This design comes from an exercise in tuning for small area, a short achievable clock period and few clock cycles on the open sky130 flow, not from production work. Function was checked by simulation only, so behaviour that the tests miss may differ from the original. No activity file was given, so power comes from the tool's default toggle rates.

== v54 ==
==> flow/design.v (excerpt) <==
module tm_core (
    input  wire        clk,
    input  wire        rst,           
    input  wire [15:0] img_len,       
    output wire        mem_req,
    output wire        mem_we,
    output wire [15:0] mem_addr,
    output wire [15:0] mem_wdata,
    input  wire        mem_gnt,
    input  wire        mem_rvalid,
    input  wire [15:0] mem_rdata,
    output wire [1:0]  status,        
    output wire [2:0]  fault_kind,
    output wire        fault_write,
    output wire [15:0] fault_addr,
    output wire [15:0] ip_o,
    output wire [15:0] len_o
);
    localparam [2:0] F_TRUNC  = 3'd1,
                     F_INVOP  = 3'd2,
                     F_ACCESS = 3'd3,
                     F_DIVZ   = 3'd4,
                     F_MEMEX  = 3'd5,
                     F_ABNORM = 3'd6;
    localparam [2:0] K_OA = 3'd5,
                     K_OB = 3'd6,
                     K_X  = 3'd7;
    localparam [1:0] O_NONE = 2'd0,    
                     O_RAW  = 2'd1,    
                     O_RD   = 2'd2,    
                     O_VAL  = 2'd3;    
    localparam [2:0] X_RUN = 3'd0,     
                     X_MD  = 3'd1,     
                     X_WR  = 3'd2,     
                     X_WD  = 3'd3,     
                     X_FIX = 3'd4;     
    function [16:0] rca;               
        input [15:0] x;
        input [15:0] y;
        input        ci;
        reg   [16:0] c;
        integer      i;
        begin
            c[0] = ci;
            for (i = 0; i < 16; i = i + 1) begin
                rca[i]  = x[i] ^ y[i] ^ c[i];
                c[i+1]  = (x[i] & y[i]) | (c[i] & (x[i] ^ y[i]));
            end
  ...
==> flow/config.mk <==
export PLATFORM = sky130hd
export DESIGN_NAME = tm_core
export DESIGN_NICKNAME = tm_core
export VERILOG_FILES = /design/flow/design.v
export SDC_FILE = /design/flow/constraint.sdc
export NUM_CORES = 4
export LEC_CHECK = 0
export CAP_MARGIN = 20
export CORE_MARGIN = 2
export CORE_UTILIZATION = 40
export PLACE_DENSITY = 0.6
export SLEW_MARGIN = 20
==> flow/constraint.sdc <==
create_clock -name core_clock -period 30.0 [get_ports {clk}]
set_input_delay 6.0000 -clock core_clock [delete_from_list [all_inputs] [get_ports {clk}]]
set_output_delay 6.0000 -clock core_clock [all_outputs]
set_load 0.01 [all_outputs]
standard.sh (not shown) runs the stock make flow with config.mk's settings and CLKGATE_MAP_FILE= SYNTH_SCRIPT=/design/flow/synth_recipe.tcl, a recipe that flattens the netlist after the stock synthesis.
==> flow/flow/run.sh <==
#!/bin/bash
set -euo pipefail
bash standard.sh SETUP_SLACK_MARGIN=22 "BUFFER_PORTS_ARGS=-buffer_cell sky130_fd_sc_hd__buf_4" finish > layout.log 2>&1
v54 reached the final stage; the timing, design-rule and antenna checks on its layout passed.
Testbench counts of v54, summed over its fixed seeds: cycles 663,258.
What v11 does differently from v54 at the input level:
==> flow/flow/run.sh <==
#!/bin/bash
set -euo pipefail
bash standard.sh SETUP_SLACK_MARGIN=22.4 "BUFFER_PORTS_ARGS=-buffer_cell sky130_fd_sc_hd__buf_4" finish > layout.log 2>&1
Notes after the runs:
v11 did not stop at any stage, and its layout met the timing, design-rule and antenna checks.
| core utilization | higher: v11 |
Comparing v54 and v11, the higher met2 demand-to-capacity share in global routing is on v11.
Relative to v54, the power measured on v11 has increased slightly.
Non-clock buffer total of the final layout: lower on v54
v54 has higher proportion of cell area occupied by multi-input gates than v11.
[compare] base=v54 new=v11: transition time at the pin with the least slew margin lower, non-clock buffer share of cell area grew by 1.3 points, total detailed-routing wirelength grew by about 1.4%, fraction of standard cell area that is sequential went down 0.44 points.
[inputs] v56 vs v11
==> flow/flow/run.sh <==
#!/bin/bash
set -euo pipefail
bash standard.sh SETUP_SLACK_MARGIN=22 "BUFFER_PORTS_ARGS=-buffer_cell sky130_fd_sc_hd__buf_4" finish > layout.log 2>&1
-- flow/config.mk --
<<< v11, line 10
export CORE_UTILIZATION = 40
export PLACE_DENSITY = 0.6
>>> v56, line 10
export CORE_UTILIZATION = 55
export PLACE_DENSITY = 0.7
Notes after the runs:
- Between v11 and v56, the cell count went down.
- nor2b_1 as the cell at the slowest stage of the critical path was reported by v56, and o21ai_1 by v11.
- v56 ends up with higher via count of the first global-routing pass than v11 does.
- STATUS final wirelength: v56 wins against v11
- Re fraction of power consumed by the clock network: v11 was lower than v56.
- Diff v11 -> v56 | CTS buffer count | up by a few percent
Modified inputs, v51 compared to v56
==> flow/flow/run.sh <==
#!/bin/bash
set -euo pipefail
bash standard.sh SETUP_SLACK_MARGIN=22.5 "BUFFER_PORTS_ARGS=-buffer_cell sky130_fd_sc_hd__buf_4" finish > layout.log 2>&1
-- flow/config.mk --
<<< v56, line 10
export CORE_UTILIZATION = 55
export PLACE_DENSITY = 0.7
>>> v51, line 10
export CORE_UTILIZATION = 40
export PLACE_DENSITY = 0.6
v51 reports a higher final cell count than v56 does.
Diff v51 and v56: initial core utilization higher in v56
Post-detailed-routing wire length: v51 vs v56 up about 2%
Iteration count of the initial detailed-routing pass: v51 > v56
The following lists how v58 was set up differently from v51:
==> flow/flow/run.sh <==
#!/bin/bash
# Standard ORFS layout, with timing repair aiming well below the clock period
# (the constraints are the design's; only repair_timing's setup margin changes).
set -euo pipefail
bash standard.sh SETUP_SLACK_MARGIN=22 finish > layout.log 2>&1
==> notes.md <==
v58 went all the way through synthesis, placement and routing and the layout is clean on timing, DRC and antenna. Diff v51 -> v58: clock-buffer cell count higher; worst path setup slack after routing lower; total of plain and repair buffers excluding clock buffers higher; cell area after layout higher. Looking at last element of the critical path, the ip_o[13] result is from v51; the ip_o[6] one comes from v58. v58 ends up with a final critical path time including I/O delays and setup that is 0.52 ns higher than in v51. v58: met1 track demand over resource is 2.2 points lower than what v51 reported. Looking at v51 and v58, the combinational group share of total power is a wash.

---

tm_core again, from the RTL that the note above started with.
export LEC_CHECK = 0
export CAP_MARGIN = 20
export CORE_MARGIN = 2
export CORE_UTILIZATION = 40
export PLACE_DENSITY = 0.6
export SLEW_MARGIN = 20
create_clock -name core_clock -period 30.0 [get_ports {clk}]
==> flow/flow/run.sh <==
#!/bin/bash
set -euo pipefail
bash standard.sh SETUP_SLACK_MARGIN=22 "BUFFER_PORTS_ARGS=-buffer_cell sky130_fd_sc_hd__buf_2" finish > layout.log 2>&1
Testbench counts at the start, summed over its fixed seeds: cycles 663,258.
Change:
==> flow/flow/run.sh (replaced) <==
#!/bin/bash
set -euo pipefail
bash standard.sh SETUP_SLACK_MARGIN=23 "BUFFER_PORTS_ARGS=-buffer_cell sky130_fd_sc_hd__buf_4" finish > layout.log 2>&1
Effect:
- non-clock buffer count rises by 149
- power rises by 8.3%
- combinational power rises by 25%
- design area rises by 12%
- utilization rises by 5.4 points
Change:
==> flow/flow/run.sh (replaced) <==
#!/bin/bash
set -euo pipefail
bash standard.sh SETUP_SLACK_MARGIN=22.7 "BUFFER_PORTS_ARGS=-buffer_cell sky130_fd_sc_hd__buf_4" finish > layout.log 2>&1
Outcome: The changed run completed without violations. Die area does not change. Setup slack got worse by 0.082 ns. Sequential share of layout area increases by 1.2 points. Clock-buffer cell count went up by 3. First-iteration DRC count came out higher by 2.8%. Clock power rose by 9.0%. Utilization shrinks by 3.1 points. Final cell count fell by about 3%. Power shrinks by about 3.6%.

---

## v7
Another version of the RTL of tm_core (not shown whole).
For scale: ~2,400 cells after synthesis, ~200 flip-flops, ~20,000 sq um of cells after synthesis.
## tm_core
module tm_core (
    input  wire        clk,
    input  wire        rst,           
    input  wire [15:0] img_len,       
    output wire        mem_req,
    output wire        mem_we,
    output wire [15:0] mem_addr,
    output wire [15:0] mem_wdata,
    input  wire        mem_gnt,
    input  wire        mem_rvalid,
    input  wire [15:0] mem_rdata,
    output wire [1:0]  status,        
    output wire [2:0]  fault_kind,
    output wire        fault_write,
    output wire [15:0] fault_addr,
    output wire [15:0] ip_o,
    output wire [15:0] len_o
);
Settings: LEC_CHECK=0, CAP_MARGIN=20, CORE_MARGIN=2, CORE_UTILIZATION=40, PLACE_DENSITY=0.6, SLEW_MARGIN=20; clock period 30.0 ns.
==> flow/flow/run.sh <==
#!/bin/bash
set -euo pipefail
bash standard.sh SETUP_SLACK_MARGIN=22.5 "BUFFER_PORTS_ARGS=-buffer_cell sky130_fd_sc_hd__buf_4" finish > layout.log 2>&1
v7 reached the end of the flow, and the finished layout is clean on the timing, design-rule and antenna checks.
Testbench counts of v7, summed over its fixed seeds: cycles 672,363.
Modified inputs, v5 compared to v7
==> flow/flow/run.sh <==
#!/bin/bash
set -euo pipefail
bash standard.sh SETUP_SLACK_MARGIN=22.7 "BUFFER_PORTS_ARGS=-buffer_cell sky130_fd_sc_hd__buf_4" finish > layout.log 2>&1
### Flow results
v5 drops more vias than v7. Lower minimum clock period after layout was reported by v5, not v7. Final wirelength in v5 is 2.5% higher than in v7. Row share of total power in combinational logic: v5 higher / v7 lower. Going from v7 to v5, non-clock buffer instance count of the final layout grows by about 26%. v7 → v5: area of all placed cells without fillers now larger, final worst-path cycle share now smaller. v7 tops out at a lower clock frequency than v5.

afterwards: timing with drivers on the ports:
How much do the figures lean on ideal ports? The routed layouts below were timed once more, with nothing changed but the port constraints. Step 1 assumes that a clkbuf_16 drives the clock port and a buf_2 every other input. Step 2 moves the port delays by t, midway between the first and last clock arrival at a register: inputs arrive t later, outputs are due t later. That takes back most of the time a late clock gives input paths. a / b / c = ideal / step 1 / step 2; a / b = the first two.
| run | t (ns) | setup WS [ns] | worst setup path after step 2 | worst register clock-pin slew, ns | worst slew at a driven data input, ns |
|---|---|---|---|---|---|
| v54 | 0.619 | 22.185 / 22.185 / 21.602 | input to register | 0.07 / 0.07 | 0.04 |
| v11 | 0.633 | 22.411 / 22.361 / 21.814 | input to register | 0.07 / 0.07 | 0.04 |
| v56 | 0.626 | 22.102 / 22.138 / 21.512 | input to register | 0.07 / 0.07 | 0.04 |
| v51 | 0.608 | 22.542 / 22.485 / 22.064 | input to register | 0.07 / 0.07 | 0.04 |
| v58 | 0.607 | 22.018 / 21.962 / 21.525 | input to register | 0.07 / 0.07 | 0.05 |
| the first run of note 2 | 0.615 | 22.084 / 22.118 / 21.503 | input to register | 0.07 / 0.07 | 0.04 |
| the second run of note 2 | 0.611 | 22.706 / 22.654 / 22.245 | input to register | 0.07 / 0.07 | 0.06 |
| the third run of note 2 | 0.629 | 22.625 / 22.561 / 22.126 | input to register | 0.07 / 0.07 | 0.05 |
| v7 | 0.626 | 22.595 / 22.540 / 22.014 | input to register | 0.06 / 0.06 | 0.05 |
| v5 | 0.619 | 22.689 / 22.632 / 22.190 | input to register | 0.07 / 0.07 | 0.05 |
After both steps setup and hold are still met in every run listed. The setup slack of v11, which loses most, moves by -0.050 ns with the drivers and by -0.597 ns with both steps.
